From an optimization exercise on the open Yosys and OpenROAD flow, aimed at small area, a short achievable clock period and few clock cycles per item; shortcuts taken in it are not production practice.
In this exercise RTL edits were held to simulation tests only and were not proved equivalent to the original.
Power figures rest on the tool's default switching activity, not on a simulated workload.

==> job 9638: inputs <==
==> flow/design.v (excerpt) <==
module crsf_cmd (
    input  wire       clk,
    input  wire       rst,         
    input  wire       in_valid,
    input  wire [7:0] in_data,
    output wire       in_ready,
    output wire       out_valid,
    output wire [7:0] out_data,
    input  wire       out_ready
);
==> flow/config.mk <==
export PLATFORM = sky130hd
export DESIGN_NAME = crsf_cmd
export DESIGN_NICKNAME = crsf_cmd
export VERILOG_FILES = /design/flow/design.v
export SDC_FILE = /design/flow/constraint.sdc
export NUM_CORES = 4
export LEC_CHECK = 0
export ABC_AREA = 1
export CAP_MARGIN = 20
export CORE_MARGIN = 2
export CORE_UTILIZATION = 40
export SLEW_MARGIN = 20
==> flow/constraint.sdc <==
create_clock -name core_clock -period 16.0 [get_ports {clk}]
set_input_delay 3.2000 -clock core_clock [delete_from_list [all_inputs] [get_ports {clk}]]
set_output_delay 3.2000 -clock core_clock [all_outputs]
set_load 0.01 [all_outputs]
standard.sh (not shown) runs the stock make flow with config.mk's settings and CLKGATE_MAP_FILE= SYNTH_SCRIPT=/design/flow/synth_recipe.tcl, a recipe that flattens the netlist after the stock synthesis.
==> flow/flow/run.sh <==
#!/bin/bash
# Standard layout, with timing repair aimed below the clock period and
# plain buffers on the ports.
set -euo pipefail
bash standard.sh SETUP_SLACK_MARGIN=11.8 "BUFFER_PORTS_ARGS=-buffer_cell sky130_fd_sc_hd__buf_4" finish > standard.log 2>&1
==> job 6525: changes against job 9638 <==
--- a/flow/design.v
+++ b/flow/design.v
@@ -231,17 +231,17 @@
                     rp = 1'b1; rb = ext[7:0]; p_pop11 = 1'b1;
                     fin = (oc == 7'd36);
                 end
             end
             if (c_conv) begin
                 if (oc == 7'd5) begin
-                    if (cv == 2'd2) begin
-                        rp = 1'b1; rb = {4'd0, res[11:8]};
+                    if (cv == 2'd1) begin
+                        rp = 1'b1; rb = {4'd0, cv_s2[11:8]};
                     end
                 end else begin
-                    rp = 1'b1; rb = res[7:0]; fin = 1'b1;
+                    rp = 1'b1; rb = cv_s2[7:0]; fin = 1'b1;
                 end
             end
             if (c_ser) begin
                 if (oc == 7'd6) begin
                     rp = 1'b1; rb = hb;
                 end else if (oc != 7'd5 && ip != I_DATA) begin
@@ -283,27 +283,24 @@
     reg  [11:0]  res_n;
     reg          ipush;        
     reg  [7:0]   ib;
     reg          flt;          
     reg  [2:0]   flt_c;
     reg  [10:0]  pw;
+    reg          ins8, ins11;  
+    reg  [4:0]   pd;
     always @(*) begin
         ip_n = ip; f_n = f; rem_n = rem; oc_n = oc;
         crc_n = crc; crcacc_n = crcacc;
         st_fault_n = st_fault; st_multi_n = st_multi; st_cause_n = st_cause;
         acc_n = acc; p_n = p; hb_n = hb; cv_n = cv; res_n = res;
         ipush = 1'b0; ib = hd; flt = 1'b0; flt_c = 3'd0;
+        ins8 = 1'b0; ins11 = 1'b0;
         pw = hb[7] ? 11'd0 : (|hb[6:3]) ? 11'd2047 : {hb[2:0], hd};
-        if (cv == 2'd1) begin
-            cv_n  = 2'd2;
-            res_n = cv_s2;
-        end
         if (rpush) begin
             oc_n = fin ? 7'd0 : inc7(oc);
-            if (p_pop8)  p_n = p + 5'd8;
-            if (p_pop11) p_n = p + 5'd11;
             if (fin && c_feed) crcacc_n = crc;
         end
         if (do_sw) begin
             f_n   = 1'b0;
             cv_n  = 2'd0;
             p_n   = W;
@@ -353,18 +350,18 @@
                             if (oc != 7'd5) crc_n = crc8_step(crc, hd);
                         end
                         if (c_pack) begin
                             if (!rem[0]) hb_n = hd;
                             else begin
                                 acc_n = {pw, acc[20:11]};
-                                p_n   = p_n - 5'd11;
+                                ins11 = 1'b1;
                             end
                         end
                         if (c_unp) begin
                             acc_n = {hd, acc[20:8]};
-                            p_n   = p_n - 5'd8;
+                            ins8  = 1'b1;
                         end
                         if (c_conv) begin
                             if (!rem[0]) begin
                                 hb_n = hd;
                                 if (c_t2u) begin
                                     ipush = 1'b1;
@@ -381,12 +378,22 @@
                             end
                         end
                     end
                 end
             endcase
         end
+        case ({rpush & p_pop8, rpush & p_pop11, ins11, ins8})
+            4'b1000: pd = 5'd8;
+            4'b0100: pd = 5'd11;
+            4'b0010: pd = 5'd21;     
+            4'b0001: pd = 5'd24;     
+            4'b1010: pd = 5'd29;     
+            4'b0101: pd = 5'd3;
+            default: pd = 5'd0;
+        endcase
+        if (!do_sw) p_n = p + pd;
         if (flt) begin
             if (!st_fault) begin
                 st_fault_n = 1'b1;
                 st_cause_n = flt_c;
             end else
                 st_multi_n = 1'b1;
==> flow/flow/run.sh (replaced) <==
#!/bin/bash
# Standard layout, with timing repair aimed below the clock period and
# plain buffers on the ports.
set -euo pipefail
bash standard.sh SETUP_SLACK_MARGIN=11.9 "BUFFER_PORTS_ARGS=-buffer_cell sky130_fd_sc_hd__buf_4" finish > standard.log 2>&1
- ABC_AREA: 1 -> not set
==> job 8076: changes against job 9638 <==
--- a/flow/design.v
+++ b/flow/design.v
@@ -68,14 +68,17 @@
                 inc7[i] = x[i] ^ c;
                 c = c & x[i];
             end
         end
     endfunction
     reg  [1:0]   ip;           
-    reg          c_nop, c_rst, c_sta, c_ini, c_feed, c_span,
-                 c_pack, c_unp, c_u2t, c_t2u, c_ser;
+    reg  [3:0]   kc;           
+    wire         c_nop  = (kc == 4'd1), c_rst  = (kc == 4'd2), c_sta  = (kc == 4'd3),
+                 c_ini  = (kc == 4'd4), c_feed = (kc == 4'd5), c_span = (kc == 4'd6),
+                 c_pack = (kc == 4'd7), c_unp  = (kc == 4'd8), c_u2t  = (kc == 4'd9),
+                 c_t2u  = (kc == 4'd10), c_ser = (kc == 4'd11);
     reg          f;            
     reg  [15:0]  rem;          
     reg  [6:0]   oc;           
     reg  [7:0]   crc;          
     reg  [7:0]   crcacc;       
     reg          st_fault, st_multi;
@@ -231,17 +234,17 @@
                     rp = 1'b1; rb = ext[7:0]; p_pop11 = 1'b1;
                     fin = (oc == 7'd36);
                 end
             end
             if (c_conv) begin
                 if (oc == 7'd5) begin
-                    if (cv == 2'd2) begin
-                        rp = 1'b1; rb = {4'd0, res[11:8]};
+                    if (cv == 2'd1) begin
+                        rp = 1'b1; rb = {4'd0, cv_s2[11:8]};
                     end
                 end else begin
-                    rp = 1'b1; rb = res[7:0]; fin = 1'b1;
+                    rp = 1'b1; rb = cv_s2[7:0]; fin = 1'b1;
                 end
             end
             if (c_ser) begin
                 if (oc == 7'd6) begin
                     rp = 1'b1; rb = hb;
                 end else if (oc != 7'd5 && ip != I_DATA) begin
@@ -283,27 +286,24 @@
     reg  [11:0]  res_n;
     reg          ipush;        
     reg  [7:0]   ib;
     reg          flt;          
     reg  [2:0]   flt_c;
     reg  [10:0]  pw;
+    reg          ins8, ins11;  
+    reg  [4:0]   pd;
     always @(*) begin
         ip_n = ip; f_n = f; rem_n = rem; oc_n = oc;
         crc_n = crc; crcacc_n = crcacc;
         st_fault_n = st_fault; st_multi_n = st_multi; st_cause_n = st_cause;
         acc_n = acc; p_n = p; hb_n = hb; cv_n = cv; res_n = res;
         ipush = 1'b0; ib = hd; flt = 1'b0; flt_c = 3'd0;
+        ins8 = 1'b0; ins11 = 1'b0;
         pw = hb[7] ? 11'd0 : (|hb[6:3]) ? 11'd2047 : {hb[2:0], hd};
-        if (cv == 2'd1) begin
-            cv_n  = 2'd2;
-            res_n = cv_s2;
-        end
         if (rpush) begin
             oc_n = fin ? 7'd0 : inc7(oc);
-            if (p_pop8)  p_n = p + 5'd8;
-            if (p_pop11) p_n = p + 5'd11;
             if (fin && c_feed) crcacc_n = crc;
         end
         if (do_sw) begin
             f_n   = 1'b0;
             cv_n  = 2'd0;
             p_n   = W;
@@ -353,18 +353,18 @@
                             if (oc != 7'd5) crc_n = crc8_step(crc, hd);
                         end
                         if (c_pack) begin
                             if (!rem[0]) hb_n = hd;
                             else begin
                                 acc_n = {pw, acc[20:11]};
-                                p_n   = p_n - 5'd11;
+                                ins11 = 1'b1;
                             end
                         end
                         if (c_unp) begin
                             acc_n = {hd, acc[20:8]};
-                            p_n   = p_n - 5'd8;
+                            ins8  = 1'b1;
                         end
                         if (c_conv) begin
                             if (!rem[0]) begin
                                 hb_n = hd;
                                 if (c_t2u) begin
                                     ipush = 1'b1;
@@ -381,41 +381,49 @@
                             end
                         end
                     end
                 end
             endcase
         end
+        case ({rpush & p_pop8, rpush & p_pop11, ins11, ins8})
+            4'b1000: pd = 5'd8;
+            4'b0100: pd = 5'd11;
+            4'b0010: pd = 5'd21;     
+            4'b0001: pd = 5'd24;     
+            4'b1010: pd = 5'd29;     
+            4'b0101: pd = 5'd3;
+            default: pd = 5'd0;
+        endcase
+        if (!do_sw) p_n = p + pd;
         if (flt) begin
             if (!st_fault) begin
                 st_fault_n = 1'b1;
                 st_cause_n = flt_c;
             end else
                 st_multi_n = 1'b1;
         end
     end
     wire       push = rpush | ipush;
     wire [7:0] pb   = ipush ? ib : rb;
     always @(posedge clk) begin
         if (rst) begin
-            ip <= I_OP; f <= 1'b0; rem <= 16'd0;
-            oc <= 7'd0; crc <= 8'h00; crcacc <= 8'h00;
+            ip <= I_OP;
+            oc <= 7'd0; crcacc <= 8'h00;
             st_fault <= 1'b0; st_multi <= 1'b0; st_cause <= 3'd0;
-            p <= W; cv <= 2'd0;
             o_v <= 1'b0; s_v <= 1'b0;
             in_rdy <= 1'b1;
             h0v <= 1'b0; h1v <= 1'b0;
             sw <= 1'b1; hq <= 1'b0;
         end else begin
             if (cons && ip == I_OP) sw <= 1'b0;
             else if (do_sw) sw <= 1'b1;
             if (do_ll) hq <= 1'b0;
             else if (cons && ip == I_LL) hq <= 1'b1;
-            ip <= ip_n; f <= f_n; rem <= rem_n;
-            oc <= oc_n; crc <= crc_n; crcacc <= crcacc_n;
+            ip <= ip_n;
+            oc <= oc_n; crcacc <= crcacc_n;
             st_fault <= st_fault_n; st_multi <= st_multi_n; st_cause <= st_cause_n;
-            p <= p_n; cv <= cv_n;
             if (!h0v || cons) begin
                 h0v <= h1v | in_fire;
                 h1v <= 1'b0;
                 in_rdy <= 1'b1;
             end else if (in_fire) begin
                 h1v <= 1'b1;
@@ -428,27 +436,31 @@
                 s_v <= 1'b1;
         end
     end
     always @(posedge clk) begin
         if (cons && ip == I_OP) opq <= hd;
         if (do_sw) begin
-            c_nop  <= (opq == 8'h00);
-            c_rst  <= (opq == 8'h01);
-            c_sta  <= (opq == 8'h02);
-            c_ini  <= (opq == 8'h10);
-            c_feed <= (opq == 8'h11);
-            c_span <= (opq == 8'h12);
-            c_pack <= (opq == 8'h20);
-            c_unp  <= (opq == 8'h21);
-            c_u2t  <= (opq == 8'h22);
-            c_t2u  <= (opq == 8'h23);
-            c_ser  <= (opq == 8'h40);
+            case (opq)
+                8'h00:   kc <= 4'd1;
+                8'h01:   kc <= 4'd2;
+                8'h02:   kc <= 4'd3;
+                8'h10:   kc <= 4'd4;
+                8'h11:   kc <= 4'd5;
+                8'h12:   kc <= 4'd6;
+                8'h20:   kc <= 4'd7;
+                8'h21:   kc <= 4'd8;
+                8'h22:   kc <= 4'd9;
+                8'h23:   kc <= 4'd10;
+                8'h40:   kc <= 4'd11;
+                default: kc <= 4'd0;
+            endcase
         end
     end
     always @(posedge clk) begin
         acc <= acc_n; hb <= hb_n; res <= res_n;
+        f <= f_n; rem <= rem_n; crc <= crc_n; p <= p_n; cv <= cv_n;
         if (!h0v || cons) hd <= h1v ? h1d : in_data;
         if (!h1v) h1d <= in_data;
         if (!o_v || out_ready) o_d <= s_v ? s_d : pb;
         if (!s_v) s_d <= pb;
     end
     assign in_ready  = in_rdy;
- ABC_AREA: 1 -> not set
- CORE_UTILIZATION: 40 -> 65
- PLACE_DENSITY: not set -> 0.75
==> summary of the runs <==
Between job 8076 and job 6525, the lower sequential power is in job 8076 (gap about 1%, measured against job 6525). Of job 9638 and job 8076, job 8076 has the higher register-to-register slack (gap 0.11 ns). Die area, lowest first: job 8076, job 6525, job 9638. Routed wire length, highest first: job 9638, job 6525, job 8076. The lowest combinational power belongs to job 6525, the highest to job 9638. Synthesized area: job 9638 is larger than job 6525 (4.8%). In job 8076 the non-clock buffer count is higher than in job 9638, by 42. Worst hold slack: job 8076 < job 6525 < job 9638. Final cell count: job 6525 is higher than job 8076 (9.6%). Critical path depth: job 9638 is higher than job 8076 (18).
==> figures <==
| metric | job 9638 | job 8076 | job 6525 |
|---|---|---|---|
| Met1 Usage GRT | 34.7% | 51.4% | 34.7% |
| Largest fanout on the critical path | 8 | 1 | 1 |
| Most frequent cell after synthesis | nand2_1 | nand2_1 | nor2_1 |
| Slew at the pin closest to its max-slew limit | 0.906 ns | 0.881 ns | 0.875 ns |
| Number of nets produced by synthesis | 1856 | 1359 | 1371 |
| CP Class | flop to flop | flop to output pin | flop to output pin |
| Core Footprint | 29400 um2 | 16600 um2 | 27900 um2 |
| Post-Synthesis Mean Instance Area | 6.67 um2 | 8.58 um2 | 8.73 um2 |
| Outcome | complete, no violations | complete, no violations | complete, no violations |
| Post-synthesis sequential element count | 153 | 146 | 153 |
| Post-synthesis share of cell area spent on xor and xnor gates | 3.76% | 4.37% | 3.95% |
| Worst slew slack as a fraction of its limit | 39.1% | 41.2% | 41.6% |
| Power density over the cells | 142 nW/um2 | 101 nW/um2 | 98.6 nW/um2 |
| Sequential fraction of the synthesis area | 30.5% | 32.8% | 33.1% |
| Peak supply drop | 0.0641 mV | 0.138 mV | 0.0698 mV |
| Post-route cell area | 13000 um2 | 12400 um2 | 12900 um2 |
| Clock latency (worst-skew pair) | 0.44 ns | 0.45 ns | 0.44 ns |
| Sequential cells | 153 | 146 | 153 |
| Data arrival time at the worst-slack endpoint | 4.52 ns | 0.96 ns | 0.98 ns |
| Cell at the slowest stage of the critical path | fa_2 | edfxtp_1 | edfxtp_1 |
| Post-detailed-route via-to-cell ratio | 5.53 | 6.84 | 6.12 |
| Largest net degree at the start of global routing | 49 | 37 | 48 |
Testbench counts of job 9638, summed over its fixed seeds: cycles 109,743, cmds 4,800.
Testbench counts of job 6525, summed over its fixed seeds: cycles 109,743, cmds 4,800.
Testbench counts of job 8076, summed over its fixed seeds: cycles 109,743, cmds 4,800.

[what the ideal ports hide]
No port has a modelled driver above. Below, the same layouts with a new extraction and two added sets of constraints. Step 1: set_driving_cell puts a clkbuf_16 on clk and a buf_2 on each other input, an assumption about the parent block. Step 2 moves the port delays by t, midway between the first and last clock arrival at a register: inputs arrive t later, outputs are due t later. That takes back most of the time a late clock gives input paths. Three values: ideal, step 1, step 2; two values: the first two.
| run | shift t [ns] | setup slack, ns | hold WS [ns] | worst data-port slew with drivers (ns) | pins driven straight from the clock port |
|---|---|---|---|---|---|
| job 9638 | 0.478 | 11.779 / 11.779 / 11.543 | 0.452 / 0.452 / 0.452 | 0.06 | 1 |
| job 6525 | 0.479 | 11.824 / 11.776 / 11.530 | 0.449 / 0.449 / 0.449 | 0.04 | 1 |
| job 8076 | 0.483 | 11.840 / 11.795 / 11.507 | 0.428 / 0.428 / 0.428 | 0.04 | 1 |
After both steps every run listed still meets setup and hold. For job 8076, which loses most, drivers alone change the setup slack by -0.045 ns; drivers and shift together by -0.333 ns.
